What follows belongs to an exercise in optimizing a design on an open flow for a short achievable clock period and few clock cycles per item; a production flow would make more cautious choices. RTL that was checked went through simulation tests only; none was proved equivalent to the original. The RTL of runs 2 to 4 was laid out without a check of its function. In every run shown here, the design's own scripts or RTL, not TritonCTS, make the clock network. The clock input has no modelled driver; a real chip could not lean on it and would need a root buffer or a full tree. Power and IR drop assume default switching activity.

<file path="flow/design.v">
module gfe (
    input  wire        clk,
    input  wire        rst,           
    input  wire        cfg_mode,      
    input  wire [3:0]  cfg_base_col,  
    input  wire        in_valid,
    output wire        in_ready,
    input  wire [7:0]  in_data,
    output wire        out_valid,
    input  wire        out_ready,
    output wire [7:0]  out_data,
    input  wire        stat_rd,
    input  wire [7:0]  stat_addr,
    output reg         stat_rvalid,
    output reg  [31:0] stat_rdata
);
    localparam [2:0] S_LISTEN = 3'd0,
                     S_ACCUM  = 3'd1,
                     S_RENDER = 3'd2,
                     S_ACK    = 3'd3,
                     S_DIAG   = 3'd4,
                     S_FAULT  = 3'd5;
    localparam [3:0] C_EOF_AT_BOUNDARY = 4'd1,
                     C_EOF_MID_FRAME   = 4'd2,
                     C_RX_OVERRUN      = 4'd3,
                     C_NET_READ_ERROR  = 4'd4,
                     C_ACK_WRITE_ERROR = 4'd5,
                     C_DISPLAY_ERROR   = 4'd6,
                     C_PROTOCOL        = 4'd7;
    localparam [7:0] T_NET_ACCEPT   = 8'h10,
                     T_NET_READ     = 8'h11,
                     T_NET_WRITE    = 8'h12,
                     T_DISP_CLEAR   = 8'h20,
                     T_DISP_TEXT    = 8'h21,
                     T_DISP_LOAD    = 8'h22,
                     T_DISP_CURSOR  = 8'h23,
                     T_DISP_CHAR    = 8'h24;
    localparam [7:0] T_NET_ACCEPTED = 8'h18,
                     T_NET_DATA     = 8'h19,
                     T_NET_READ_ERR = 8'h1A,
                     T_NET_WR_DONE  = 8'h1B,
                     T_NET_WR_ERR   = 8'h1C,
                     T_DISP_OK      = 8'h28,
                     T_DISP_ERR     = 8'h29;
    localparam [7:0] ACK_CHAR = 8'h41;
    localparam [127:0] DIAG_TEXT = "DISPLAY I/O FAIL";
    reg  [2:0]  state;
    reg  [4:0]  step;
    reg  [1:0]  dstep;
    reg  [5:0]  offset;
    reg         fault;
    reg  [3:0]  cause;
    reg  [15:0] frames_lo, frames_hi;
    reg         frames_cy;      
    reg  [7:0]  rxbuf [0:39];
    reg         mode;
    reg  [3:0]  base_col;
    reg         s_listen, s_accum, s_render, s_ack, s_diag;    
    reg         diag_go;        
    reg  [4:0]  nstep;          
    reg         step_last;      
    reg  [5:0]  need;           
    reg  [3:0]  bcol [0:3];     
    reg         rst_q;          
    wire [31:0] frames = {frames_hi, frames_lo};
    reg         f_q;            
    reg  [7:0]  b_q;            
    reg         b18, b19, b1a, b1b, b1c, b28, b29;    
    reg         b00, b01, b02;  
    reg         bfill;          
    reg         p_tag, p_len, p_data;    
    reg         l_q;            
    reg  [7:0]  k_cnt;          
    reg         kc1;            
    reg         keep_r;         
    reg         fill_r;         
    reg  [7:0]  len_r;          
    wire nx_len  = p_tag && b19;
    wire nx_data = (p_len && !b00) || (p_data && !l_q);
    wire nx_tag  = !nx_len && !nx_data;
    wire [7:0] cnt_now  = p_len ? b_q : k_cnt;       
    wire       last_now = p_len ? b01 : kc1;
    wire [7:0] len_now  = p_len ? b_q : len_r;
    wire       bkle     = (b_q <= {2'b00, need});    
    wire       keep_now = p_len ? (s_accum && !b00 && bkle) : keep_r;
    wire       fill_now = p_len ? bfill : fill_r;    
    reg  [5:0]  offset_after, need_after;
    reg  [7:0]  oa;             
    reg         ov;             
    reg  [7:0]  sb [0:16];      
    reg  [16:0] sv;             
    reg         load_q;         
    reg         rdy;            
    reg         idle;           
    reg  [39:0] wr_sel;         
    reg  [39:0] we_q;           
    reg  [7:0]  wd_q;           
    genvar g;
    integer n, i;
    function [63:0] transpose;
        input [39:0] cm;    
        integer r, c;
        begin
            transpose = 64'd0;
            for (r = 0; r < 8; r = r + 1)
                for (c = 0; c < 5; c = c + 1)
                    transpose[8*r + (4 - c)] = cm[8*c + (7 - r)];
        end
    endfunction
    wire [39:0] glyph [0:7];
    generate
        for (g = 0; g < 8; g = g + 1) begin : g_glyph
            assign glyph[g] = {rxbuf[5*g + 4], rxbuf[5*g + 3], rxbuf[5*g + 2],
                               rxbuf[5*g + 1], rxbuf[5*g + 0]};
        end
    endgenerate
    wire [2:0]  tp_glyph = s_render ? nstep[2:0] : 3'd0;
    reg  [7:0]  gsel;
    reg  [39:0] gmux;
    reg  [63:0] tnext;
    always @(*) begin
        gmux = 40'd0;
        for (n = 0; n < 8; n = n + 1)
            if (gsel[n]) gmux = gmux | glyph[n];
    end
    always @(posedge clk) begin
        for (n = 0; n < 8; n = n + 1) gsel[n] <= (tp_glyph == n);
        tnext <= transpose(gmux);
        for (n = 0; n < 4; n = n + 1) bcol[n] <= base_col + n;
    end
    wire [2:0] cell_k  = {nstep[4], nstep[2:1]};
    wire [3:0] cur_col = bcol[nstep[2:1]];                
    wire       step_lt7 = !nstep[4] && !nstep[3];         
    reg [7:0] ok_tag;
    always @(*) begin
        ok_tag = T_NET_READ;
        if (s_accum && fill_now)            ok_tag = T_DISP_LOAD;
        if (s_render) begin
            if (step_last)                  ok_tag = mode ? T_NET_WRITE : T_NET_READ;
            else if (step_lt7)              ok_tag = T_DISP_LOAD;
            else if (!nstep[0])             ok_tag = T_DISP_CURSOR;
            else                            ok_tag = T_DISP_CHAR;
        end
        if (s_diag)                         ok_tag = (dstep == 2'd0) ? T_DISP_CURSOR : T_DISP_TEXT;
    end
    reg [7:0]  nt [0:16];
    reg [16:0] nm;
    always @(*) begin
        for (n = 0; n < 17; n = n + 1) nt[n] = 8'h00;
        nm = 17'd0;
        if (s_listen || s_ack) begin
            nt[0] = 8'd40;
            nm    = 17'h00001;
        end
        if (s_accum) begin
            if (fill_now) begin
                nt[0] = 8'd0;
                for (n = 0; n < 8; n = n + 1) nt[n + 1] = tnext[8*n +: 8];
                nm = 17'h001ff;
            end else begin
                nt[0] = {2'b00, p_len ? need - b_q[5:0] : need_after};
                nm    = 17'h00001;
            end
        end
        if (s_render) begin
            if (step_last) begin
                nt[0] = mode ? ACK_CHAR : 8'd40;
                nm    = 17'h00001;
            end else if (step_lt7) begin
                nt[0] = {3'b000, nstep};
                for (n = 0; n < 8; n = n + 1) nt[n + 1] = tnext[8*n +: 8];
                nm = 17'h001ff;
            end else if (!nstep[0]) begin
                nt[0] = {4'd0, cur_col};
                nt[1] = {7'd0, cell_k[2]};
                nm    = 17'h00003;
            end else begin
                nt[0] = {5'd0, cell_k};
                nm    = 17'h00001;
            end
        end
        if (s_diag) begin
            if (dstep == 2'd0) begin
                nm = 17'h00003;
            end else begin
                nt[0] = 8'd16;
                for (n = 0; n < 16; n = n + 1) nt[n + 1] = DIAG_TEXT[8*(15 - n) +: 8];
                nm = 17'h1ffff;
            end
        end
    end
    reg [7:0]  nt_q [0:16];
    reg [16:0] nm_q;
    always @(posedge clk) begin
        for (n = 0; n < 17; n = n + 1) nt_q[n] <= nt[n];
        nm_q <= nm;
    end
    assign out_valid = ov;
    assign out_data  = oa;
    assign in_ready  = rdy;
    wire [7:0]  sx [0:16];
    wire [16:0] svx = load_q ? nm_q : sv;
    generate
        for (g = 0; g < 17; g = g + 1) begin : g_sx
            assign sx[g] = load_q ? nt_q[g] : sb[g];
        end
    endgenerate
    wire in_fire, ov_d, rdy_d, load_d;
    wire i18, i19, i1a, i1b, i1c, i28, i29, i00, i01, i02;
    wire keq, idle_d;
    gfe_hs u_hs (
        .in_valid (in_valid),
        .in_data  (in_data),
        .out_ready(out_ready),
        .rdy      (rdy),
        .ov       (ov),
        .more     (svx[0]),
        .t_listen (nx_tag && s_listen),
        .t_render (nx_tag && s_render),
        .t_diag_go(nx_tag && s_diag && diag_go),
        .t_ack    (nx_tag && s_ack),
        .nx_tag   (nx_tag),
        .nx_len   (nx_len),
        .d_end    (nx_data && last_now),
        .d_go     (nx_data && last_now && keep_now),
        .fire     (in_fire),
        .ov_d     (ov_d),
        .rdy_d    (rdy_d),
        .load_d   (load_d),
        .idle_d   (idle_d)
    );
    gfe_dec u_dec (
        .in_data  (in_data),
        .i18      (i18),
        .i19      (i19),
        .i1a      (i1a),
        .i1b      (i1b),
        .i1c      (i1c),
        .i28      (i28),
        .i29      (i29),
        .i00      (i00),
        .i01      (i01),
        .i02      (i02)
    );
    gfe_cmp u_cmp (
        .in_data  (in_data),
        .need     (need),
        .keq      (keq)
    );
    reg        rd_q;
    reg  [7:0] addr_q;
    reg        rd_qq;
    reg  [1:0] sel_qq;      
    wire [31:0] status_word = {9'd0, dstep, step, 2'b00, offset, cause, fault, state};
    wire [31:0] config_word = {24'd0, base_col, 3'b000, mode};
    always @(posedge clk) begin
        if (rst) begin
            rd_q        <= 1'b0;
            rd_qq       <= 1'b0;
            stat_rvalid <= 1'b0;
        end else begin
            rd_q        <= stat_rd;
            rd_qq       <= rd_q;
            stat_rvalid <= rd_qq;
        end
        addr_q <= stat_addr;
        if (addr_q[7:2] != 6'd0)      sel_qq <= 2'd3;
        else if (addr_q[1:0] == 2'd0) sel_qq <= 2'd0;
        else if (addr_q[1:0] == 2'd1) sel_qq <= 2'd1;
        else if (addr_q[1:0] == 2'd2) sel_qq <= 2'd2;
        else                          sel_qq <= 2'd3;
        case (sel_qq)
            2'd0:    stat_rdata <= status_word;
            2'd1:    stat_rdata <= frames;
            2'd2:    stat_rdata <= config_word;
            default: stat_rdata <= 32'd0;
        endcase
    end
    always @(posedge clk) begin
        rst_q <= rst;
        if (rst) begin
            mode     <= cfg_mode;
            base_col <= cfg_base_col;
        end
        len_r  <= len_now;
        keep_r <= keep_now;
        fill_r <= fill_now;
        offset_after <= offset + len_now[5:0];
        need_after   <= need - len_now[5:0];
        if (rst) begin
            oa     <= T_NET_ACCEPT;
            ov     <= 1'b1;
            sv     <= 17'd0;
            load_q <= 1'b0;
            rdy    <= 1'b0;
            f_q    <= 1'b0;
            p_tag  <= 1'b0;
            p_len  <= 1'b0;
            p_data <= 1'b0;
            b_q    <= 8'd0;
            {b18, b19, b1a, b1b, b1c, b28, b29, b00, b01, b02, bfill} <= 11'd0;
            idle   <= 1'b0;
            l_q    <= 1'b0;
            kc1    <= 1'b0;
        end else begin
            f_q    <= in_fire;
            load_q <= load_d;
            if (in_fire) begin
                p_tag  <= nx_tag;
                p_len  <= nx_len;
                p_data <= nx_data;
                b_q    <= in_data;
                {b18, b19, b1a, b1b, b1c, b28, b29, b00, b01, b02, bfill} <=
                    {i18, i19, i1a, i1b, i1c, i28, i29, i00, i01, i02, keq};
                l_q    <= last_now;
                k_cnt  <= cnt_now - 8'd1;
                kc1    <= p_len ? b02 : (k_cnt == 8'd2);
            end
            if (idle) begin
                oa <= (s_render && in_data[0]) ? T_DISP_CLEAR : ok_tag;
            end else if (out_ready) begin
                oa <= sx[0];
            end
            ov   <= ov_d;
            idle <= idle_d;
            if (out_ready) begin
                for (i = 0; i < 16; i = i + 1) begin
                    sb[i] <= sx[i + 1];
                    sv[i] <= svx[i + 1];
                end
                sv[16] <= 1'b0;
            end else begin
                for (i = 0; i < 17; i = i + 1)
                    sb[i] <= sx[i];
                sv <= svx;
            end
            rdy <= rdy_d;
        end
    end
    wire tag_q  = f_q && p_tag;
    wire len_q  = f_q && p_len;
    wire data_q = f_q && p_data;
    wire ev_accum0 = tag_q && ((s_listen && b18) || (s_ack && b1b));
    wire ev_step   = tag_q && s_render && b28;
    wire ev_derr   = tag_q && s_render && b29;
    wire ev_dok    = tag_q && s_diag && b28;
    wire ev_dend   = tag_q && s_diag && b29;
    wire ev_f4     = tag_q && s_accum && b1a;
    wire ev_f5     = tag_q && s_ack && b1c;
    wire ev_f7     = (tag_q && !b19 && ((s_listen && !b18) || (s_accum && !b1a) ||
                                        (s_render && !b28 && !b29) || (s_ack && !b1b && !b1c))) ||
                     (len_q && !fault && !s_accum);
    wire ev_feof   = len_q && s_accum && b00;
    wire ev_f3     = len_q && s_accum && !b00 && !bkle;
    wire ev_data   = data_q && keep_r;
    wire ev_dlast  = ev_data && l_q;
    wire ev_fault  = ev_f4 || ev_f5 || ev_f7 || ev_feof || ev_f3;
    reg [2:0] nstate;
    always @(*) begin
        nstate = state;
        if (ev_accum0)                    nstate = S_ACCUM;
        if (ev_step && step_last)         nstate = mode ? S_ACK : S_ACCUM;
        if (ev_derr)                      nstate = S_DIAG;
        if ((ev_dok && !diag_go) || ev_dend || ev_fault) nstate = S_FAULT;
        if (ev_dlast && fill_r)           nstate = S_RENDER;
    end
    always @(posedge clk) begin
        for (n = 0; n < 40; n = n + 1) begin
            we_q[n] <= ev_data && wr_sel[n];
            if (we_q[n]) rxbuf[n] <= wd_q;
        end
        wd_q <= b_q;
    end
    always @(posedge clk) begin
        if (rst_q) begin
            state     <= S_LISTEN;
            s_listen  <= 1'b1;
            s_accum   <= 1'b0;
            s_render  <= 1'b0;
            s_ack     <= 1'b0;
            s_diag    <= 1'b0;
            step      <= 5'd0;
            nstep     <= 5'd1;
            step_last <= 1'b0;
            dstep     <= 2'd0;
            diag_go   <= 1'b1;
            offset    <= 6'd0;
            need      <= 6'd40;
            fault     <= 1'b0;
            cause     <= 4'd0;
            frames_lo <= 16'd0;
            frames_hi <= 16'd0;
            frames_cy <= 1'b0;
            wr_sel    <= 40'd0;
        end else begin
            state    <= nstate;
            s_listen <= (nstate == S_LISTEN);
            s_accum  <= (nstate == S_ACCUM);
            s_render <= (nstate == S_RENDER);
            s_ack    <= (nstate == S_ACK);
            s_diag   <= (nstate == S_DIAG);
            frames_cy <= 1'b0;
            if (frames_cy) frames_hi <= frames_hi + 16'd1;
            if (ev_accum0 || (ev_step && step_last) || (ev_dlast && fill_r)) begin
                step      <= 5'd0;
                nstep     <= 5'd1;
                step_last <= 1'b0;
            end else if (ev_step) begin
                step      <= nstep;
                nstep     <= nstep + 5'd1;
                step_last <= (nstep == 5'd23);
            end
            if (ev_accum0 || (ev_step && step_last && !mode)) begin
                offset <= 6'd0;
                need   <= 6'd40;
            end
            if (ev_step && step_last) begin
                frames_lo <= frames_lo + 16'd1;
                frames_cy <= (frames_lo == 16'hffff);
            end
            if (ev_derr) begin
                fault   <= 1'b1;
                cause   <= C_DISPLAY_ERROR;
                dstep   <= 2'd0;
                diag_go <= 1'b1;
            end
            if (ev_dok) begin
                dstep   <= dstep + 2'd1;
                diag_go <= (dstep == 2'd0);
            end
            if (ev_fault) fault <= 1'b1;
            if (ev_f4)   cause <= C_NET_READ_ERROR;
            if (ev_f5)   cause <= C_ACK_WRITE_ERROR;
            if (ev_f7)   cause <= C_PROTOCOL;
            if (ev_f3)   cause <= C_RX_OVERRUN;
            if (ev_feof) cause <= (offset == 6'd0) ? C_EOF_AT_BOUNDARY : C_EOF_MID_FRAME;
            if (len_q)
                for (n = 0; n < 40; n = n + 1) wr_sel[n] <= (offset == n);
            if (ev_data)
                wr_sel <= {wr_sel[38:0], 1'b0};
            if (ev_dlast) begin
                if (fill_r) begin
                    offset <= 6'd40;
                    need   <= 6'd0;
                end else begin
                    offset <= offset_after;
                    need   <= need_after;
                end
            end
        end
    end
endmodule
module gfe_hs (
    input  wire        in_valid,
    input  wire [7:0]  in_data,
    input  wire        out_ready,
    input  wire        rdy,         
    input  wire        ov,          
    input  wire        more,        
    input  wire        t_listen,    
    input  wire        t_render,    
    input  wire        t_diag_go,   
    input  wire        t_ack,       
    input  wire        nx_tag,      
    input  wire        nx_len,      
    input  wire        d_end,       
    input  wire        d_go,        
    output wire        fire,        
    output wire        ov_d,        
    output wire        rdy_d,       
    output wire        load_d,      
    output wire        idle_d       
);
    wire i18   = (in_data == 8'h18);
    wire i19   = (in_data == 8'h19);
    wire i1b   = (in_data == 8'h1B);
    wire i2829 = (in_data[7:1] == 7'h14);
    wire i28   = i2829 && !in_data[0];
    wire i00   = (in_data == 8'h00);
    assign fire = in_valid && rdy;
    wire m_ok  = (i18 && t_listen) || (i28 && (t_render || t_diag_go)) || (i1b && t_ack) || d_go;
    wire m_go  = m_ok || (i2829 && t_render);
    wire m_end = (nx_tag && !i19) || (nx_len && i00) || d_end;
    wire done  = out_ready && !more;    
    assign load_d = fire && m_ok;
    assign ov_d   = ov ? !done : (fire && m_go);
    assign rdy_d  = !(fire && m_end) && (!ov || done);
    assign idle_d = !ov_d && rdy_d;
endmodule
module gfe_dec (
    input  wire [7:0]  in_data,
    output wire        i18, i19, i1a, i1b, i1c, i28, i29, i00, i01, i02
);
    assign i18 = (in_data == 8'h18);
    assign i19 = (in_data == 8'h19);
    assign i1a = (in_data == 8'h1A);
    assign i1b = (in_data == 8'h1B);
    assign i1c = (in_data == 8'h1C);
    assign i28 = (in_data == 8'h28);
    assign i29 = (in_data == 8'h29);
    assign i00 = (in_data == 8'h00);
    assign i01 = (in_data == 8'h01);
    assign i02 = (in_data == 8'h02);
endmodule
module gfe_cmp (
    input  wire [7:0]  in_data,
    input  wire [5:0]  need,
    output wire        keq          
);
    assign keq  = (in_data == {2'b00, need});
endmodule
</file>
<file path="flow/flow/run.sh">
#!/bin/bash
# The standard layout (the standard.sh: ORFS from synthesis to the final
# layout), except that the clock tree is built by flow/cts_tree.tcl: four
# root buffers fed by the clock port, each driving leaf buffers that each
# drive a group of nearby flip-flops (two buffer levels on every clock path).
# The make output goes to flow_make.log here; ORFS keeps each step's log
# under orfs/logs/.
set -euo pipefail
export PRE_CTS_TCL="$PWD/flow/cts_tree.tcl"
export TREE_PER_LEAF=32
bash standard.sh > flow_make.log 2>&1
</file>
<file path="flow/flow/cts_tree.tcl">
# Two-level clock tree. The clock sinks are split by placement into four
# quadrants of equal count; each quadrant gets a root buffer fed straight
# from the clock port, driving one leaf buffer per group of at most
# TREE_PER_LEAF sinks (a grid of equal-count groups within the quadrant).
# Replaces clock_tree_synthesis in ORFS's cts.tcl (sourced as PRE_CTS_TCL).

rename clock_tree_synthesis orfs_clock_tree_synthesis

# split a list of {iterm x y} into n groups of near-equal count along index idx
proc tree_split {items idx n} {
  set sorted [lsort -integer -index $idx $items]
  set len [llength $sorted]
  set out {}
  for {set g 0} {$g < $n} {incr g} {
    set a [expr {($g * $len) / $n}]
    set b [expr {(($g + 1) * $len) / $n - 1}]
    set part [lrange $sorted $a $b]
    if { [llength $part] > 0 } { lappend out $part }
  }
  return $out
}

proc tree_centroid {items} {
  set cx 0
  set cy 0
  foreach s $items {
    set cx [expr {$cx + [lindex $s 1]}]
    set cy [expr {$cy + [lindex $s 2]}]
  }
  set n [llength $items]
  return [list [expr {$cx / $n}] [expr {$cy / $n}]]
}

proc tree_buffer {block master name in_net out_net x y} {
  set buf [odb::dbInst_create $block $master $name]
  [$buf findITerm A] connect $in_net
  [$buf findITerm X] connect $out_net
  $buf setLocation $x $y
  $buf setPlacementStatus PLACED
  return $buf
}

proc clock_tree_synthesis {args} {
  set per_leaf 40
  if { [info exists ::env(TREE_PER_LEAF)] } { set per_leaf $::env(TREE_PER_LEAF) }
  set db [ord::get_db]
  set block [ord::get_db_block]
  set clk_net [$block findNet clk]
  set leaf_cell sky130_fd_sc_hd__clkbuf_16
  if { [info exists ::env(TREE_LEAF_CELL)] } { set leaf_cell $::env(TREE_LEAF_CELL) }
  set master [$db findMaster sky130_fd_sc_hd__clkbuf_16]
  set leaf_master [$db findMaster $leaf_cell]
  $clk_net setSigType CLOCK

  set sinks {}
  foreach it [$clk_net getITerms] {
    set xy [$it getAvgXY]
    lappend sinks [list $it [lindex $xy 1] [lindex $xy 2]]
  }
  puts "clock tree: [llength $sinks] sinks"

  set q 0
  set l 0
  foreach half [tree_split $sinks 1 2] {
    foreach quad [tree_split $half 2 2] {
      set root_net [odb::dbNet_create $block clktree_root_net_$q]
      $root_net setSigType CLOCK
      # leaf groups: columns by x, then rows by y
      set k [expr {int(ceil(double([llength $quad]) / $per_leaf))}]
      set cols [expr {int(ceil(sqrt($k)))}]
      set leaves {}
      foreach col [tree_split $quad 1 $cols] {
        set rows [expr {int(ceil(double([llength $col]) / $per_leaf))}]
        foreach grp [tree_split $col 2 $rows] {
          set net [odb::dbNet_create $block clktree_leaf_net_$l]
          $net setSigType CLOCK
          foreach s $grp {
            set it [lindex $s 0]
            $it disconnect
            $it connect $net
          }
          set c [tree_centroid $grp]
          tree_buffer $block $leaf_master clktree_leaf_$l $root_net $net [lindex $c 0] [lindex $c 1]
          lappend leaves [list {} [lindex $c 0] [lindex $c 1]]
          incr l
        }
      }
      set c [tree_centroid $leaves]
      tree_buffer $block $master clktree_root_$q $clk_net $root_net [lindex $c 0] [lindex $c 1]
      incr q
    }
  }
  puts "clock tree: $q root buffers, $l leaf buffers"

  global_connect
  set_propagated_clock [all_clocks]
}
</file>
<file path="flow/standard.sh">
#!/bin/bash
# synth_recipe.tcl (not shown) runs the flow's synth.tcl, then flattens the netlist and writes it again
# the make line also repeats each setting of config.mk as NAME=value (left out here)
make -C /OpenROAD-flow-scripts/flow DESIGN_CONFIG=/design/flow/config.mk WORK_HOME=/design/flow/orfs CLKGATE_MAP_FILE= SYNTH_SCRIPT=/design/flow/synth_recipe.tcl "${@:-finish}"
</file>
<file path="flow/config.mk">
export PLATFORM = sky130hd
export DESIGN_NAME = gfe
export DESIGN_NICKNAME = gfe
export VERILOG_FILES = /design/flow/design.v
export SDC_FILE = /design/flow/constraint.sdc
export NUM_CORES = 4
export LEC_CHECK = 0
export CAP_MARGIN = 20
export CORE_MARGIN = 2
export CORE_UTILIZATION = 40
export PLACE_DENSITY = 0.6
export SETUP_SLACK_MARGIN = 3.5
export SLEW_MARGIN = 20
export SYNTH_HIERARCHICAL = 1
</file>
<file path="flow/constraint.sdc">
create_clock -name core_clock -period 5.5 [get_ports {clk}]
set_input_delay 1.1000 -clock core_clock [delete_from_list [all_inputs] [get_ports {clk}]]
set_output_delay 1.1000 -clock core_clock [all_outputs]
set_load 0.01 [all_outputs]
</file>
==> results.cfg, run 1 <==
[worst_hold_path]
whs_path_depth = 1
hp-class = flip-flop to flip-flop
whs_endpoint = sel_qq[1]
min-delay-start = addr_q[1]

[place]
dp_hpwl_um = 46680
port_buffers = 68
gp_congestion = 0.8573

[floorplanning]
dieArea_um2 = 83980
dieHeight_um = 289.8
core.rowCount = 104
dieWidth_um = 289.8
start_util_pct = 40.50
coreArea_um2 = 80680
pin_count = 69

[setup_path]
start_kind = flip-flop
rr_endpoint = ov
path_common_cell = or2_4
crit_arrival_ns = 2.71
worstSetupPathType = flip-flop to flip-flop
r2r-start = need[1]
crit_chain = inv_6 > ha_4 > nor2b_4 > o211ai_1 > nand3_1 > nand3_2 > a32o_2 > and2_4 > o31a_4 > or2_4 > or2_4
crit_fanout = 2
critPathMaxStageDelay_ns = 0.38
r2r_slack_ns = 3.08
slowest_stage = dfxtp_4
reg2regPathDepth = 11
required_ns = 5.79
endpoint_kind = flip-flop

[global_route]
grt_max_degree = 131
grt_pass1_wl_um = 116800
grt_pass1_vias = 19290
antenna_found_initial = 0
grt_overflow = 0
grt_usage_pct = 17.73

[pwr]
p_int_mw = 8.391
powerDensity_nw_per_um2 = 286.3
pwr-share-seq_pct = 66.4
power.leakage_nw = 13.21
p_clk_share_pct = 29.8
total_power_mw = 10.50
p_sw_share_pct = 20.06
comb_power_share_pct = 3.8
vdd_drop_max_mv = 0.2352
power_switching_mw = 2.105

[final_layout]
multiInputGateArea_um2 = 10570
nFillCells = 7138
num_antenna_cells = 0
final_layout_size_suffix_gt1_share_pct = 17.22
area_growth_syn_to_layout_pct = 12.22
area.sequential_um2 = 22040
layout.nets = 2558

[synth]
ys_types = 84
synthArstFlopShare_pct = 0
netlist_area_um2 = 32670
synth_cells = 2438
avgSynthCellArea_um2 = 13.40
synth_top_cell_by_area = edfxtp_1
synth_edf_count = 469
ys_top_cells_by_area = edfxtp_1, dfxtp_1, mux2i_1
ys_seq_elements = 862
ys_warn_count = 12
synth.most_common_cell = edfxtp_1
synth_nets = 2497
synth-seq-area-share_pct = 67.19
netlist.area_leader.share_pct = 43.11
ys_top_cells_by_count = edfxtp_1, dfxtp_1, nor2_1
ys.flop_type = edfxtp_1

[run_status]
status = no timing/DRC/antenna violations

[clocking]
clk_pin_slew_ns = 0.09
insertion_delay_ns = 0.41

[timing]
rsz0062_at_grt = true
slew_violations = 0
fin_setup_tns_ns = 0
timing.final.hold_violations = 0
min_period_ns = 2.420
finalSetupViolCount = 0
clock.fmax_ghz = 0.4133
min_period_over_period_pct = 43.99
slew_headroom_pct = 46.21
worst_pin_slew_ns = 0.8058
fin_skew_ns = 0.02641

[route]
drtAntennaViolNets = 0
met1_length_um = 34190
drt_iter0_drc = 1647
wl_per_cell_um = 21.58
wl_met3_um = 3927
vias = 19600
routed.top_layer = met4
vias_per_cell = 5.509
finalWirelength_um = 76770
dr_wl_met2_um = 37060
drc = 0
dr.pass1.iters = 5

[run]
cap_viol_max_count = 0
-- cell usage in the layout (no fill, tap or decap), types with 26 or more instances in the layout --
cell type / netlist / final
dfxtp_2: 0 / 28
nor2b_1: 46 / 40
mux2i_1: 136 / 132
clkbuf_16: 0 / 42
nand3_1: 28 / 26
a21oi_1: 73 / 66
xnor2_1: 34 / 34
xor2_1: 26 / 26
a22oi_1: 176 / 175
and2_1: 83 / 80
buf_4: 3 / 64
edfxtp_1: 469 / 469
nand2_1: 119 / 113
dfxtp_1: 393 / 350
nand4_1: 52 / 52
inv_1: 62 / 53
mux4_2: 47 / 47
nor2_1: 219 / 213
buf_2: 28 / 38
o21ai_0: 53 / 50
-- registers in the layout, indices dropped and copies added, names as in the netlist, 14 cells and up --
signal and cells:
we_q 40, wr_sel 40, stat_rdata 32, rxbuf 320
frames_lo 16, sv 17, sb 136, nt_q 48
tnext 40, frames_hi 16, bcol 14
-- per-layer routing --
layer	GRT usage, %	up-vias
met2	29.58	476
met4	2.987	0
met3	1.805	83
met5	0	-
li1	-	9066
met1	25.47	9972
-- Yosys stat by module, one instance, submodules excluded --
module / flops+latches / cells inside / area, µm² / times used
gfe_cmp: 0 / 9 / 75.07 / 1
gfe_dec: 0 / 20 / 128.9 / 1
gfe: 862 / 2381 / 32280 / 1
gfe_hs: 0 / 28 / 187.7 / 1
-- through the flow --
step	cell area [µm²]	utilization (%)	setup WS [ns]	cells	hold slack [ns]
floorplan	33140	-	1.994	2438	0.3893
global placement	34630	42.92	2.380	3463	0.4026
detailed placement	34660	42.96	2.316	3464	0.4047
CTS	36080	44.72	3.104	3537	0.4265
global route	36660	45.44	3.030	3557	0.4499
finish	36660	45.44	3.080	3557	0.4242
-- power groups by stage --
stage	Clock, mW	Combinational (mW)	Sequential (mW)
floorplan	0	0.265	7.11
global placement	0	0.355	7.12
detailed placement	0	0.371	7.12
CTS	3.21	0.389	6.97
global route	3.43	0.438	6.99
finish	3.12	0.399	6.97
-- logic make-up (layout without fill, tap and decap cells) --
| kind of cell | after synthesis | count (layout) | synth area share, % |
|---|---|---|---|
| DFF | 862 | 862 | 67.19 |
| muxes | 200 | 200 | 8.004 |
| xor gates and xnor gates | 60 | 60 | 1.608 |
| AOI/OAI and AO/OA | 422 | 422 | 9.053 |
| and+or+nand+nor | 660 | 660 | 10.24 |
| buffers and inverters | 201 | 260 | 2.570 |
| adders and majority gates | 33 | 33 | 1.333 |
-- worst max path at each step --
| stage | cells after the start | from | to | slack (ns) |
|---|---|---|---|---|
| after floorplan | 2 | rst | sb[0][0] | 1.99 |
| after global placement | 6 | in_data[0] | ov | 2.38 |
| after detailed placement | 5 | out_ready | sb[8][2] | 2.32 |
| after CTS | 11 | need[1] | ov | 3.10 |
| after global routing | 11 | need[1] | ov | 3.03 |
| final | 11 | need[1] | ov | 3.08 |
-- cell type report --
class | instances | area share [%]
Sequential cell | 862 | 60.12
Multi-Input combinational cell | 1375 | 28.83
Timing Repair Buffer | 155 | 3.993
Tap cell | 1060 | 3.617
Buffer | 40 | 2.730
Inverter | 65 | 0.7098
-- critical path, delay by kind of cell, from the launching register on --
kind,cells,cell delay (ns)
AOI/OAI and AO/OA,3,0.66
adders and majority gates,1,0.25
buffers and inverters,1,0.04
DFF,1,0.38
and+or+nand+nor,6,0.97
-- what timing repair did --
action / in CTS / in global routing
cloned: 3 / 1
setup endpoints to repair: 499 / 276
gates resized for setup: 300 / 94
hold buffers: 0 / 0
setup buffers: 30 / 19
pin swaps: 20 / 30
Testbench counts, summed over its fixed seeds: cycles 88,757, frames 384.
==> inputs of run 2 (changes only) <==
--- a/flow/design.v
+++ b/flow/design.v
@@ -67,7 +67,7 @@
     reg  [7:0]  b_q;            
     reg         b18, b19, b1a, b1b, b1c, b28, b29;    
     reg         b00, b01, b02;  
-    reg         bfill;          
+    reg         bkle, bfill;    
     reg         p_tag, p_len, p_data;    
     reg         l_q;            
     reg  [7:0]  k_cnt;          
@@ -81,17 +81,14 @@
     wire [7:0] cnt_now  = p_len ? b_q : k_cnt;       
     wire       last_now = p_len ? b01 : kc1;
     wire [7:0] len_now  = p_len ? b_q : len_r;
-    wire       bkle     = (b_q <= {2'b00, need});    
     wire       keep_now = p_len ? (s_accum && !b00 && bkle) : keep_r;
     wire       fill_now = p_len ? bfill : fill_r;    
-    reg  [5:0]  offset_after, need_after;
     reg  [7:0]  oa;             
     reg         ov;             
     reg  [7:0]  sb [0:16];      
     reg  [16:0] sv;             
     reg         load_q;         
     reg         rdy;            
-    reg         idle;           
     reg  [39:0] wr_sel;         
     reg  [39:0] we_q;           
     reg  [7:0]  wd_q;           
@@ -158,7 +155,7 @@
                 for (n = 0; n < 8; n = n + 1) nt[n + 1] = tnext[8*n +: 8];
                 nm = 17'h001ff;
             end else begin
-                nt[0] = {2'b00, p_len ? need - b_q[5:0] : need_after};
+                nt[0] = {2'b00, need - len_now[5:0]};
                 nm    = 17'h00001;
             end
         end
@@ -207,7 +204,7 @@
     endgenerate
     wire in_fire, ov_d, rdy_d, load_d;
     wire i18, i19, i1a, i1b, i1c, i28, i29, i00, i01, i02;
-    wire keq, idle_d;
+    wire kle, keq;
     gfe_hs u_hs (
         .in_valid (in_valid),
         .in_data  (in_data),
@@ -226,8 +223,7 @@
         .fire     (in_fire),
         .ov_d     (ov_d),
         .rdy_d    (rdy_d),
-        .load_d   (load_d),
-        .idle_d   (idle_d)
+        .load_d   (load_d)
     );
     gfe_dec u_dec (
         .in_data  (in_data),
@@ -245,6 +241,7 @@
     gfe_cmp u_cmp (
         .in_data  (in_data),
         .need     (need),
+        .kle      (kle),
         .keq      (keq)
     );
     reg        rd_q;
@@ -285,8 +282,11 @@
         len_r  <= len_now;
         keep_r <= keep_now;
         fill_r <= fill_now;
-        offset_after <= offset + len_now[5:0];
-        need_after   <= need - len_now[5:0];
+        if (in_fire) begin
+            b_q <= in_data;
+            {b18, b19, b1a, b1b, b1c, b28, b29, b00, b01, b02, bkle, bfill} <=
+                {i18, i19, i1a, i1b, i1c, i28, i29, i00, i01, i02, kle, keq};
+        end
         if (rst) begin
             oa     <= T_NET_ACCEPT;
             ov     <= 1'b1;
@@ -297,9 +297,6 @@
             p_tag  <= 1'b0;
             p_len  <= 1'b0;
             p_data <= 1'b0;
-            b_q    <= 8'd0;
-            {b18, b19, b1a, b1b, b1c, b28, b29, b00, b01, b02, bfill} <= 11'd0;
-            idle   <= 1'b0;
             l_q    <= 1'b0;
             kc1    <= 1'b0;
         end else begin
@@ -309,20 +306,16 @@
                 p_tag  <= nx_tag;
                 p_len  <= nx_len;
                 p_data <= nx_data;
-                b_q    <= in_data;
-                {b18, b19, b1a, b1b, b1c, b28, b29, b00, b01, b02, bfill} <=
-                    {i18, i19, i1a, i1b, i1c, i28, i29, i00, i01, i02, keq};
                 l_q    <= last_now;
                 k_cnt  <= cnt_now - 8'd1;
                 kc1    <= p_len ? b02 : (k_cnt == 8'd2);
             end
-            if (idle) begin
+            if (ov) begin
+                if (out_ready) oa <= sx[0];
+            end else begin
                 oa <= (s_render && in_data[0]) ? T_DISP_CLEAR : ok_tag;
-            end else if (out_ready) begin
-                oa <= sx[0];
             end
-            ov   <= ov_d;
-            idle <= idle_d;
+            ov <= ov_d;
             if (out_ready) begin
                 for (i = 0; i < 16; i = i + 1) begin
                     sb[i] <= sx[i + 1];
@@ -443,8 +436,8 @@
                     offset <= 6'd40;
                     need   <= 6'd0;
                 end else begin
-                    offset <= offset_after;
-                    need   <= need_after;
+                    offset <= offset + len_r[5:0];
+                    need   <= need - len_r[5:0];
                 end
             end
         end
@@ -468,8 +461,7 @@
     output wire        fire,        
     output wire        ov_d,        
     output wire        rdy_d,       
-    output wire        load_d,      
-    output wire        idle_d       
+    output wire        load_d       
 );
     wire i18   = (in_data == 8'h18);
     wire i19   = (in_data == 8'h19);
@@ -485,7 +477,6 @@
     assign load_d = fire && m_ok;
     assign ov_d   = ov ? !done : (fire && m_go);
     assign rdy_d  = !(fire && m_end) && (!ov || done);
-    assign idle_d = !ov_d && rdy_d;
 endmodule
 module gfe_dec (
     input  wire [7:0]  in_data,
@@ -505,7 +496,9 @@
 module gfe_cmp (
     input  wire [7:0]  in_data,
     input  wire [5:0]  need,
+    output wire        kle,         
     output wire        keq          
 );
+    assign kle  = (in_data <= {2'b00, need});
     assign keq  = (in_data == {2'b00, need});
 endmodule
==> flow/flow/run.sh (replaced) <==
#!/bin/bash
# The standard layout (the standard.sh: ORFS from synthesis to the final
# layout), except that the clock tree is built by flow/cts_tree.tcl: four
# clkinv_16 fed by the clock port, each driving clkinv_8 that each drive a
# group of nearby flip-flops (two inverting stages on every clock path, so
# the flip-flops see the clock's own polarity).
# The make output goes to flow_make.log here; ORFS keeps each step's log
# under orfs/logs/.
set -euo pipefail
export PRE_CTS_TCL="$PWD/flow/cts_tree.tcl"
export TREE_PER_LEAF=24
export TREE_ROOT_CELL=sky130_fd_sc_hd__clkinv_16
export TREE_LEAF_CELL=sky130_fd_sc_hd__clkinv_8
bash standard.sh > flow_make.log 2>&1
--- a/flow/flow/cts_tree.tcl
+++ b/flow/flow/cts_tree.tcl
@@ -34,7 +34,9 @@
 proc tree_buffer {block master name in_net out_net x y} {
   set buf [odb::dbInst_create $block $master $name]
   [$buf findITerm A] connect $in_net
-  [$buf findITerm X] connect $out_net
+  set out [$buf findITerm X]
+  if { $out == "NULL" || $out == "" } { set out [$buf findITerm Y] }
+  $out connect $out_net
   $buf setLocation $x $y
   $buf setPlacementStatus PLACED
   return $buf
@@ -48,7 +50,9 @@
   set clk_net [$block findNet clk]
   set leaf_cell sky130_fd_sc_hd__clkbuf_16
   if { [info exists ::env(TREE_LEAF_CELL)] } { set leaf_cell $::env(TREE_LEAF_CELL) }
-  set master [$db findMaster sky130_fd_sc_hd__clkbuf_16]
+  set root_cell sky130_fd_sc_hd__clkbuf_16
+  if { [info exists ::env(TREE_ROOT_CELL)] } { set root_cell $::env(TREE_ROOT_CELL) }
+  set master [$db findMaster $root_cell]
   set leaf_master [$db findMaster $leaf_cell]
   $clk_net setSigType CLOCK
 
--- a/flow/config.mk
+++ b/flow/config.mk
@@ -9,6 +9,6 @@
 export CORE_MARGIN = 2
 export CORE_UTILIZATION = 40
 export PLACE_DENSITY = 0.6
-export SETUP_SLACK_MARGIN = 3.5
+export SETUP_SLACK_MARGIN = 4.0
 export SLEW_MARGIN = 20
 export SYNTH_HIERARCHICAL = 1
==> run 2 against run 1 <==
  * Critical path type is now input port to flip-flop
  * Global-route usage rose by 2.5 points
  * Register-to-register slack improved by 0.52 ns
  * Critical path depth fell by 5
  * Sequential cell count fell by 12
  * Via count rose by 7.3%
  * Final area rose by 12%
==> results.cfg, run 2 <==
[global_route]
grt_pass1_vias = 21000
grt_pass1_wl_um = 128900
grt_max_degree = 85
met1_usage_pct = 28.28
grt.busiest_layer = met2
grt_usage_pct = 20.23
antenna_found_initial = 1
grt_use_met3_pct = 1.862
use_met2_pct = 34.16
grt_overflow = 0

[floorplanning]
core.rowCount = 104
dieWidth_um = 287.9
dieArea_um2 = 82910
start_util_pct = 40.23
dieHeight_um = 287.9
pin_count = 69
coreArea_um2 = 80160

[place]
gp_congestion = 0.8555
dp_cells = 3407
dp_hpwl_um = 46950
port_buffers = 68

[route]
vias = 21020
wl_per_cell_um = 23.67
dr.pass1.iters = 5
finalWirelength_um = 87640
drt_iter0_drc = 1791
drtAntennaViolNets = 0
drc = 0
vias_per_cell = 5.679

[synth]
synth_mux_area_share_pct = 7.274
ys_seq_elements = 850
synthSimpleGateAreaFrac_pct = 10.23
ys_top_cells_by_area = edfxtp_1, dfxtp_1, a22oi_1
ys.flop_type = edfxtp_1
synthArstFlopShare_pct = 0
synth_nets = 2455
synth_top_family_by_area = simple AND/OR/NAND/NOR gates
synth-compound-area-share_pct = 9.408
netlist_area_um2 = 32250
ys_top_cells_by_count = edfxtp_1, dfxtp_1, a22oi_1
synth_cells = 2396
synth_edf_count = 489
synth-seq-area-share_pct = 67.94
synth-xor-area-share_pct = 1.385
synth_top_cell_by_area = edfxtp_1
synth.most_common_cell = edfxtp_1
ys_warn_count = 12
synth_fa_ha_area_share_pct = 1.350
ys_types = 80
netlist.area_leader.share_pct = 45.53
avgSynthCellArea_um2 = 13.46

[final_layout]
final_common_cell = edfxtp_1
final_layout_size_suffix_gt1_share_pct = 33.23
fin_util_pct = 51.29
area_growth_syn_to_layout_pct = 27.48
layout.nets = 2700
final_cells = 3702
layout_common_cells = edfxtp_1, dfxtp_1, a22oi_1
largestRegisters = rxbuf: 320 flops, sb: 136 flops, nt_q: 48 flops
regMostFlops = rxbuf
nFillCells = 6586
largest_reg_flops = 320

[timing]
timing.final.hold_violations = 0
finalSetupViolCount = 0
fin_skew_ns = 0.02071
min_period_ns = 1.988
rsz0062_at_grt = true
min_period_over_period_pct = 36.14
slew_violations = 0
clock.fmax_ghz = 0.5031
slew_headroom_pct = 41.74
worst_pin_slew_ns = 0.8739
fin_setup_tns_ns = 0

[setup_path]
worstSetupPathType = input port to flip-flop
crit_arrival_ns = 2.21
crit_chain = buf_12 > nor3_4 > and4b_1 > a21oi_2 > o311ai_2 > or2_2
required_ns = 5.72
endpoint_kind = flip-flop
critPathMaxStageDelay_ns = 0.30
start_kind = input port
slowest_stage = and4b_1
crit_fanout = 5

[clocking]
clk_pin_slew_ns = 0.10
cts_hold_buf = 0
insertion_delay_ns = 0.27

[pwr]
vdd_drop_max_mv = 0.2508
powerDensity_nw_per_um2 = 253.0
power.leakage_nw = 14.41
total_power_mw = 10.40

[worst_hold_path]
hp-class = flip-flop to flip-flop

[run]
cap_viol_max_count = 0

[run_status]
status = no timing/DRC/antenna violations
==> run 2: cell types whose count changed in the layout (fill, tap and decap cells not counted), sizes merged, moves of 22 or more <==
cell / delta
a21oi: +22
and2: -31
and3: +28
buf: +156
clkbuf: -26
clkinv: +40
dfxtp: -32
mux2i: -28
nor2: -40
==> run 2: kinds of logic after synthesis <==
| family | after synthesis |
|---|---|
| adder cells (fa/ha/maj) | 33 |
| multiplexers | 172 |
| buffers and inverters | 193 |
| AO/OA/AOI/OAI | 445 |
| XOR/XNOR | 51 |
| AND/OR/NAND/NOR | 652 |
| flip-flops | 850 |
==> run 2: final timing paths <==
| check | from | endpoint | slack [ns] | cells past startpoint |
|---|---|---|---|---|
| hold / removal | addr_q[1] | sel_qq[1] | 0.42 | 1 |
| hold reg to reg | addr_q[1] | sel_qq[1] | 0.42 | 1 |
| setup reg to reg | p_len | nt_q[0][4] | 3.60 | 8 |
| setup / recovery | in_data[2] | ov | 3.51 | 6 |
==> run 2: worst max-delay path, delay by kind of cell <==
family	cells	cell delay [ns]
buffers and inverters	1	0.11
AND/OR/NAND/NOR	3	0.72
AO/OA/AOI/OAI	2	0.28
==> run 2: layer usage <==
metal / wire length [µm] / vias up / part of all wire [%]
met5: 0 / - / 0
met4: 1894 / 0 / 2.2
met3: 4685 / 96 / 5.3
met2: 43310 / 647 / 49
met1: 37760 / 10830 / 43
li1: - / 9450 / -
==> run 2: layout make-up <==
class	count	area, µm²	share of cell area (%)
tap	1060	1326	3.226
timing repair inverter	5	37.54	0.09130
sequential	850	22090	53.73
inverter	96	940.9	2.289
antenna	3	7.507	0.01826
multi-input combinational	1359	11940	29.05
timing repair buffer	329	4765	11.59
==> run 2: per-stage QoR <==
| stage | area (µm²) | setup slack (ns) | hold slack, ns |
|---|---|---|---|
| after floorplan | 33300 | 2.138 | 0.3478 |
| after global placement | 34520 | 1.981 | 0.3996 |
| after detailed placement | 34520 | 1.925 | 0.4030 |
| after CTS | 39660 | 3.536 | 0.4253 |
| after global routing | 41110 | 3.509 | 0.4355 |
| final | 41110 | 3.512 | 0.4245 |
==> run 2: power by group <==
part / switching, mW / leakage, nW / internal (mW) / total, mW
clock network: 2.08 / 0.294 / 0.320 / 2.40
logic: 0.449 / 6.64 / 0.551 / 1.00
registers: 0.140 / 7.48 / 6.86 / 7.00
==> run 2: Yosys stat by module, one instance, submodules excluded <==
module   flops+latches  times used
gfe_dec              0           1
gfe                850           1
gfe_cmp              0           1
gfe_hs               0           1
==> run 2: repair_timing <==
| action | 4_1_cts | 5_1_grt |
|---|---|---|
| gates cloned | 70 | 7 |
| endpoints found under the setup margin | 652 | 530 |
| setup buffers | 135 | 40 |
| gates resized for setup | 677 | 224 |
| pin swaps | 107 | 113 |
==> inputs of run 3 (changes only) <==
--- a/flow/design.v
+++ b/flow/design.v
@@ -463,19 +463,23 @@
     output wire        rdy_d,       
     output wire        load_d       
 );
-    wire i18   = (in_data == 8'h18);
-    wire i19   = (in_data == 8'h19);
-    wire i1b   = (in_data == 8'h1B);
-    wire i2829 = (in_data[7:1] == 7'h14);
-    wire i28   = i2829 && !in_data[0];
-    wire i00   = (in_data == 8'h00);
+    wire h0 = (in_data[7:4] == 4'h0);
+    wire h1 = (in_data[7:4] == 4'h1);
+    wire h2 = (in_data[7:4] == 4'h2);
+    wire l0 = (in_data[3:0] == 4'h0);
+    wire l8 = (in_data[3:0] == 4'h8);
+    wire l9 = (in_data[3:0] == 4'h9);
+    wire lb = (in_data[3:0] == 4'hB);
+    wire l89 = (in_data[3:1] == 3'b100);
     assign fire = in_valid && rdy;
-    wire m_ok  = (i18 && t_listen) || (i28 && (t_render || t_diag_go)) || (i1b && t_ack) || d_go;
-    wire m_go  = m_ok || (i2829 && t_render);
-    wire m_end = (nx_tag && !i19) || (nx_len && i00) || d_end;
+    wire m_ok  = (l8 && ((h1 && t_listen) || (h2 && (t_render || t_diag_go)))) ||
+                 (lb && h1 && t_ack) || d_go;
+    wire m_go  = (l8 && ((h1 && t_listen) || (h2 && t_diag_go))) || (l89 && h2 && t_render) ||
+                 (lb && h1 && t_ack) || d_go;
+    wire m_end = (nx_tag && !(h1 && l9)) || (nx_len && h0 && l0) || d_end;
     wire done  = out_ready && !more;    
     assign load_d = fire && m_ok;
-    assign ov_d   = ov ? !done : (fire && m_go);
+    assign ov_d   = (ov && !done) || (fire && m_go);    
     assign rdy_d  = !(fire && m_end) && (!ov || done);
 endmodule
 module gfe_dec (
==> run 3 against run 2 <==
  * Sequential share of layout area decreased by 0.67 points
  * Maximum frequency decreased by 6.0%
  * Power decreased by 0.53%
  * Area after synthesis about the same
  * First-iteration DRC count increased by 18%
  * Clock power about the same
  * Clock skew increased by 0.0057 ns
  * Synthesized cell count decreased by 0.17%
  * Sequential cell count unchanged
  * Largest power group unchanged
==> results.cfg, run 3 <==
[setup_path]
reg2regPathDepth = 8
rr_endpoint = ov
start_kind = input port
required_ns = 5.68
r2r-start = p_data
crit_fanout = 7
worstSetupPathType = input port to flip-flop
r2r_slack_ns = 3.42
crit_arrival_ns = 2.30
endpoint_kind = flip-flop

[final_layout]
regMostFlops = rxbuf
nFillCells = 6558
layout.nets = 2743
num_antenna_cells = 0
largest_reg_flops = 320
area_growth_syn_to_layout_pct = 28.85
final_cells = 3742
layout_common_cells = edfxtp_1, dfxtp_1, a22oi_1, nor2_1, buf_6
final_common_cell = edfxtp_1
largestRegisters = rxbuf: 320 flops, sb: 136 flops, nt_q: 48 flops
final_layout_size_suffix_gt1_share_pct = 34.68
postLayoutCellArea_um2 = 41570

[floorplanning]
dieWidth_um = 288.0
pin_count = 69
coreArea_um2 = 80160
dieArea_um2 = 82950
start_util_pct = 40.25
dieHeight_um = 288.0
core.rowCount = 104

[synth]
synth_edf_count = 489
synthArstFlopShare_pct = 0
ys.flop_type = edfxtp_1
synth_nets = 2451
synth-seq-area-share_pct = 67.91
avgSynthCellArea_um2 = 13.49
ys_seq_elements = 850
synth.most_common_cell = edfxtp_1
netlist_area_um2 = 32260
ys_types = 85
ys_top_cells_by_area = edfxtp_1, dfxtp_1, a22oi_1
netlist.area_leader.share_pct = 45.51
ys_warn_count = 12
ys_top_cells_by_count = edfxtp_1, dfxtp_1, a22oi_1
synth_cells = 2392
synth_top_cell_by_area = edfxtp_1

[global_route]
antenna_found_initial = 0
grt_pass1_wl_um = 133200
grt_pass1_vias = 21320
grt_usage_pct = 20.93
grt_overflow = 0
grt_max_degree = 53

[place]
place_ws_ns = 2.429
dp_hpwl_um = 46980
gp_congestion = 0.8390
port_buffers = 68
dpl_cell_area_um2 = 34540
dp_cells = 3409

[timing]
finalSetupViolCount = 0
fin_setup_tns_ns = 0
slew_headroom_pct = 38.93
min_period_ns = 2.115
min_period_over_period_pct = 38.46
fin_skew_ns = 0.02639
timing.final.hold_violations = 0
clock.fmax_ghz = 0.4728
slew_violations = 0
worst_pin_slew_ns = 0.9161
rsz0062_at_grt = true
worst_slack_ns = 3.385

[pwr]
vdd_drop_max_mv = 0.3225
power.leakage_nw = 14.75
powerDensity_nw_per_um2 = 248.9
total_power_mw = 10.35

[route]
dr.pass1.iters = 6
vias_per_cell = 5.735
wl_per_cell_um = 24.33
finalWirelength_um = 91030
drc = 0
drt_iter0_drc = 2119
vias = 21460
drtAntennaViolNets = 0

[clocking]
insertion_delay_ns = 0.28
cts_hold_buf = 0
clk_pin_slew_ns = 0.10

[worst_hold_path]
whs_endpoint = wd_q[7]
hp-class = flip-flop to flip-flop
whs_path_depth = 0
min-delay-start = b_q[7]

[run]
cap_viol_max_count = 0

[run_status]
status = no timing/DRC/antenna violations
run 3: cell types whose count changed after synthesis, moves of 2 or more:
cell	before	now
nor2_1	180	178
clkbuf_1	90	92
and2_1	54	56
o21ai_0	57	55
buf_2	26	24
run 3: power breakdown:
part | total [mW] | internal [mW] | switching (mW)
sequential | 6.99 | 6.85 | 0.132
combinational | 0.931 | 0.507 | 0.423
clock | 2.43 | 0.320 | 2.11
total | 10.3 | 7.68 | 2.66
run 3: how the worst max path moves through the flow:
stage | start | to | slack [ns]
after floorplan | rst | sb[0][0] | 2.14
after CTS | in_data[0] | ov | 3.46
after global placement | out_ready | sb[13][1] | 2.48
after global routing | b00 | ov | 3.34
final | in_data[0] | ov | 3.38
after detailed placement | out_ready | sb[13][2] | 2.43
run 3: cells by family (layout without fill, tap and decap cells):
kind of cell | count (synthesis) | after routing | synth area share, %
AO/OA/AOI/OAI | 442 | 448 | 9.385
XOR/XNOR | 51 | 51 | 1.384
adder cells (fa/ha/maj) | 33 | 33 | 1.350
flip-flops | 850 | 850 | 67.91
multiplexers | 172 | 172 | 7.271
buffers and inverters | 192 | 467 | 2.389
AND/OR/NAND/NOR | 652 | 661 | 10.31
run 3: Yosys stat by module (local to each module, per instance):
module   times used  flops+latches
gfe               1            850
gfe_hs            1              0
gfe_cmp           1              0
gfe_dec           1              0
run 3: layer usage:
layer	vias up	GRT usage [%]	share of wire, %
li1	9531	-	-
met1	11030	29.28	42
met2	776	35.91	49
met3	123	1.656	6.0
met4	0	4.028	2.2
met5	-	0	0
run 3: layout make-up:
cell class / count / area (µm²) / share of cell area [%]
well taps: 1060 / 1326 / 3.190
repair buffers: 372 / 5176 / 12.45
multi-input cells: 1365 / 12080 / 29.05
flip-flops and latches: 850 / 22060 / 53.06
inverters: 95 / 935.9 / 2.251
run 3: critical path, cell delays in order:
cell and delay [ns]:
buf_6 0.07, buf_8 0.12, and4bb_1 0.21, o311ai_2 0.31, nand2_1 0.10, a21o_1 0.17
or2_4 0.21
run 3: repair_timing:
action	4_1_cts	5_1_grt
endpoints found under the setup margin	645	531
resized for setup	669	277
cloned	71	6
pin swaps	90	150
setup buffers	154	62
run 3: through the flow:
step                util [%]  hold WS (ns)
floorplan                  -        0.3478
global placement       43.09        0.3940
detailed placement     43.09        0.3888
CTS                    49.60        0.4121
global route           51.86        0.4135
finish                 51.86        0.4125
==> inputs of run 4 (changes only) <==
--- a/flow/config.mk
+++ b/flow/config.mk
@@ -9,6 +9,6 @@
 export CORE_MARGIN = 2
 export CORE_UTILIZATION = 40
 export PLACE_DENSITY = 0.6
-export SETUP_SLACK_MARGIN = 4.0
+export SETUP_SLACK_MARGIN = 3.65
 export SLEW_MARGIN = 20
 export SYNTH_HIERARCHICAL = 1
==> run 4 against run 3 <==
  * Highest routed layer is now met5
  * Register-to-register slack barely moved
  * Final cell count decreased by 5.2%
  * Power fell by 2.7%
  * Critical endpoint unchanged
  * Via count shrank 6.8%
  * Largest cell class unchanged
  * Critical path type is now flip-flop to flip-flop
==> results.cfg, run 4 <==
[synth]
synth-xor-area-share_pct = 1.384
ys_seq_elements = 850
avgSynthCellArea_um2 = 13.49
synth_edf_count = 489
synthArstFlopShare_pct = 0
synth_top_cell_by_area = edfxtp_1
synth.most_common_cell = edfxtp_1
ys_warn_count = 12
synthSimpleGateAreaFrac_pct = 10.31
ys_top_cells_by_count = edfxtp_1, dfxtp_1, a22oi_1
ys_top_cells_by_area = edfxtp_1, dfxtp_1, a22oi_1
synth-compound-area-share_pct = 9.385
synth-seq-area-share_pct = 67.91
synth_mux_area_share_pct = 7.271
synth_nets = 2451
netlist.area_leader.share_pct = 45.51
synth_top_family_by_area = simple AND/OR/NAND/NOR gates
synth_cells = 2392
synth_fa_ha_area_share_pct = 1.350
ys_types = 85
netlist_area_um2 = 32260
ys.flop_type = edfxtp_1

[place]
port_buffers = 68
gp_congestion = 0.8640
dp_hpwl_um = 46630

[final_layout]
nFillCells = 7149
largest_reg_flops = 320
final_common_cell = edfxtp_1
regMostFlops = rxbuf
layout.nets = 2550
fin_util_pct = 46.24
area_growth_syn_to_layout_pct = 14.87
final_layout_size_suffix_gt1_share_pct = 20.29
layout_common_cells = edfxtp_1, dfxtp_1, a22oi_1
num_antenna_cells = 0
largestRegisters = rxbuf: 320 flops, sb: 136 flops, nt_q: 48 flops

[pwr]
power.leakage_nw = 12.98
total_power_mw = 10.07
vdd_drop_max_mv = 0.2625
powerDensity_nw_per_um2 = 271.7

[setup_path]
critPathMaxStageDelay_ns = 0.39
worstSetupPathType = flip-flop to flip-flop
reg2regPathDepth = 9
endpoint_kind = flip-flop
crit_arrival_ns = 2.26
start_kind = flip-flop
crit_chain = buf_6 > buf_4 > mux2i_1 > o21ai_0 > and2_1 > a41oi_2 > nand2_1 > a21o_1 > or2_4
rr_endpoint = ov
r2r-start = p_len
r2r_slack_ns = 3.42
crit_fanout = 4
slowest_stage = dfxtp_4
required_ns = 5.68

[timing]
finalSetupViolCount = 0
clock.fmax_ghz = 0.4816
worst_pin_slew_ns = 0.9320
fin_skew_ns = 0.02105
rsz0062_at_grt = true
timing.final.hold_violations = 0
min_period_ns = 2.076
slew_violations = 0
min_period_over_period_pct = 37.75
fin_setup_tns_ns = 0
slew_headroom_pct = 37.87

[floorplanning]
dieArea_um2 = 82950
dieHeight_um = 288.0
core.rowCount = 104
dieWidth_um = 288.0
start_util_pct = 40.25
coreArea_um2 = 80160
pin_count = 69

[worst_hold_path]
hp-class = flip-flop to flip-flop
whs_path_depth = 2
whs_endpoint = nt_q[2][3]
min-delay-start = tnext[11]

[global_route]
grt_usage_pct = 18.41
grt_overflow = 0
grt_pass1_wl_um = 119400
grt_pass1_vias = 19720
grt_max_degree = 67
antenna_found_initial = 1

[route]
finalWirelength_um = 80030
vias_per_cell = 5.635
drt_iter0_drc = 1677
wl_per_cell_um = 22.55
vias = 20000
drtAntennaViolNets = 0
dr.pass1.iters = 5
drc = 0

[run_status]
status = no timing/DRC/antenna violations

[clocking]
clk_pin_slew_ns = 0.10
insertion_delay_ns = 0.28

[run]
cap_viol_max_count = 0
## run 4: layer usage
layer	GRT usage, %	part of all wire (%)	vias up
li1	-	-	9084
met2	31.19	49	582
met5	0	0.016	-
met4	3.031	1.8	2
met3	1.783	5.3	97
met1	26.09	44	10230
## run 4: worst max-delay path: cells and delay by family, from the launching register on
kind | cells | cell delay (ns)
simple gates | 3 | 0.51
mux | 1 | 0.29
buf+inv | 2 | 0.21
compound gates | 3 | 0.57
flops | 1 | 0.39
## run 4: power breakdown
group | internal (mW) | switching, mW
registers | 6.85 | 0.112
clock network | 0.319 | 2.12
logic | 0.327 | 0.334
total | 7.50 | 2.57
## run 4: modules after synthesis (local to each module, per instance)
module / cell area, µm² / copies in the design / cells
gfe: 31800 / 1 / 2329
gfe_hs: 172.7 / 1 / 20
gfe_cmp: 161.4 / 1 / 23
gfe_dec: 128.9 / 1 / 20
## run 4: layout make-up
| cell class | count | area, µm² | area share, % |
|---|---|---|---|
| Multi-Input combinational cell | 1351 | 10510 | 28.37 |
| Inverter | 95 | 922.1 | 2.488 |
| Sequential cell | 850 | 22030 | 59.45 |
| Tap cell | 1060 | 1326 | 3.578 |
| Timing Repair Buffer | 193 | 2267 | 6.117 |
## run 4: logic make-up (layout without fill, tap and decap cells)
family | Yosys count | in the layout
buffers and inverters | 192 | 288
and+or+nand+nor | 652 | 653
DFF | 850 | 850
AOI/OAI and AO/OA | 442 | 442
xor gates and xnor gates | 51 | 51
muxes | 172 | 172
adders and majority gates | 33 | 33
## run 4: worst max-delay path by stage
stage               startpoint       end  slack [ns]  cells after the start
floorplan                  rst  sb[0][0]        2.14                      1
global placement    in_data[0]        ov        2.37                      6
detailed placement  in_data[0]        ov        2.36                      6
CTS                 in_data[0]        ov        3.48                      6
global route               b00        ov        3.38                      9
finish                   p_len        ov        3.42                      9
## run 4: timing repair
action,4_1_cts,5_1_grt
setup endpoints to repair,539,146
cloned,15,5
gates resized for setup,399,119
buffers inserted,47,32
pin swaps,24,42
hold buffers,0,0
## run 4: stage by stage
step           setup WS (ns)  std cells  hold slack [ns]  instance area, µm²
3_3_place_gp           2.372       3410           0.3836               34250
4_1_cts                3.478       3512           0.4125               36190
2_1_floorplan          2.138       2392           0.3478               32950
5_1_grt                3.382       3549           0.4343               37060
6_report               3.424       3549           0.4208               37060
3_5_place_dp           2.362       3410           0.3895               34250

-- what the ideal ports hide --
The flow's constraints put no driver on any port. The routed layouts listed below were extracted and timed again, unchanged, in two steps. Step 1: set_driving_cell puts a clkbuf_16 on clk and a buf_2 on each other input, an assumption about the parent block. Step 2 moves the port delays by t, midway between the first and last clock arrival at a register: inputs arrive t later, outputs are due t later. That takes back most of the time a late clock gives input paths. a / b / c = ideal ports / drivers / drivers and shift; a / b = the first two.
run | t, ns | slack for setup (ns) | worst hold slack (ns) | worst register clock-pin slew, ns | pins driven straight from the clock port
run 1 | 0.525 | 3.080 / 3.080 / 2.921 | 0.424 / 0.424 / 0.424 | 0.10 / 0.10 | 4
run 2 | 0.533 | 3.512 / 3.283 / 2.750 | 0.424 / 0.425 / 0.425 | 0.10 / 0.11 | 4
run 3 | 0.534 | 3.385 / 3.174 / 2.640 | 0.412 / 0.413 / 0.413 | 0.10 / 0.11 | 4
run 4 | 0.538 | 3.424 / 3.333 / 3.118 | 0.421 / 0.421 / 0.421 | 0.11 / 0.11 | 4
After both steps setup and hold are still met in every run listed. The setup slack of run 2, which loses most, moves by -0.229 ns with the drivers and by -0.762 ns with both steps.
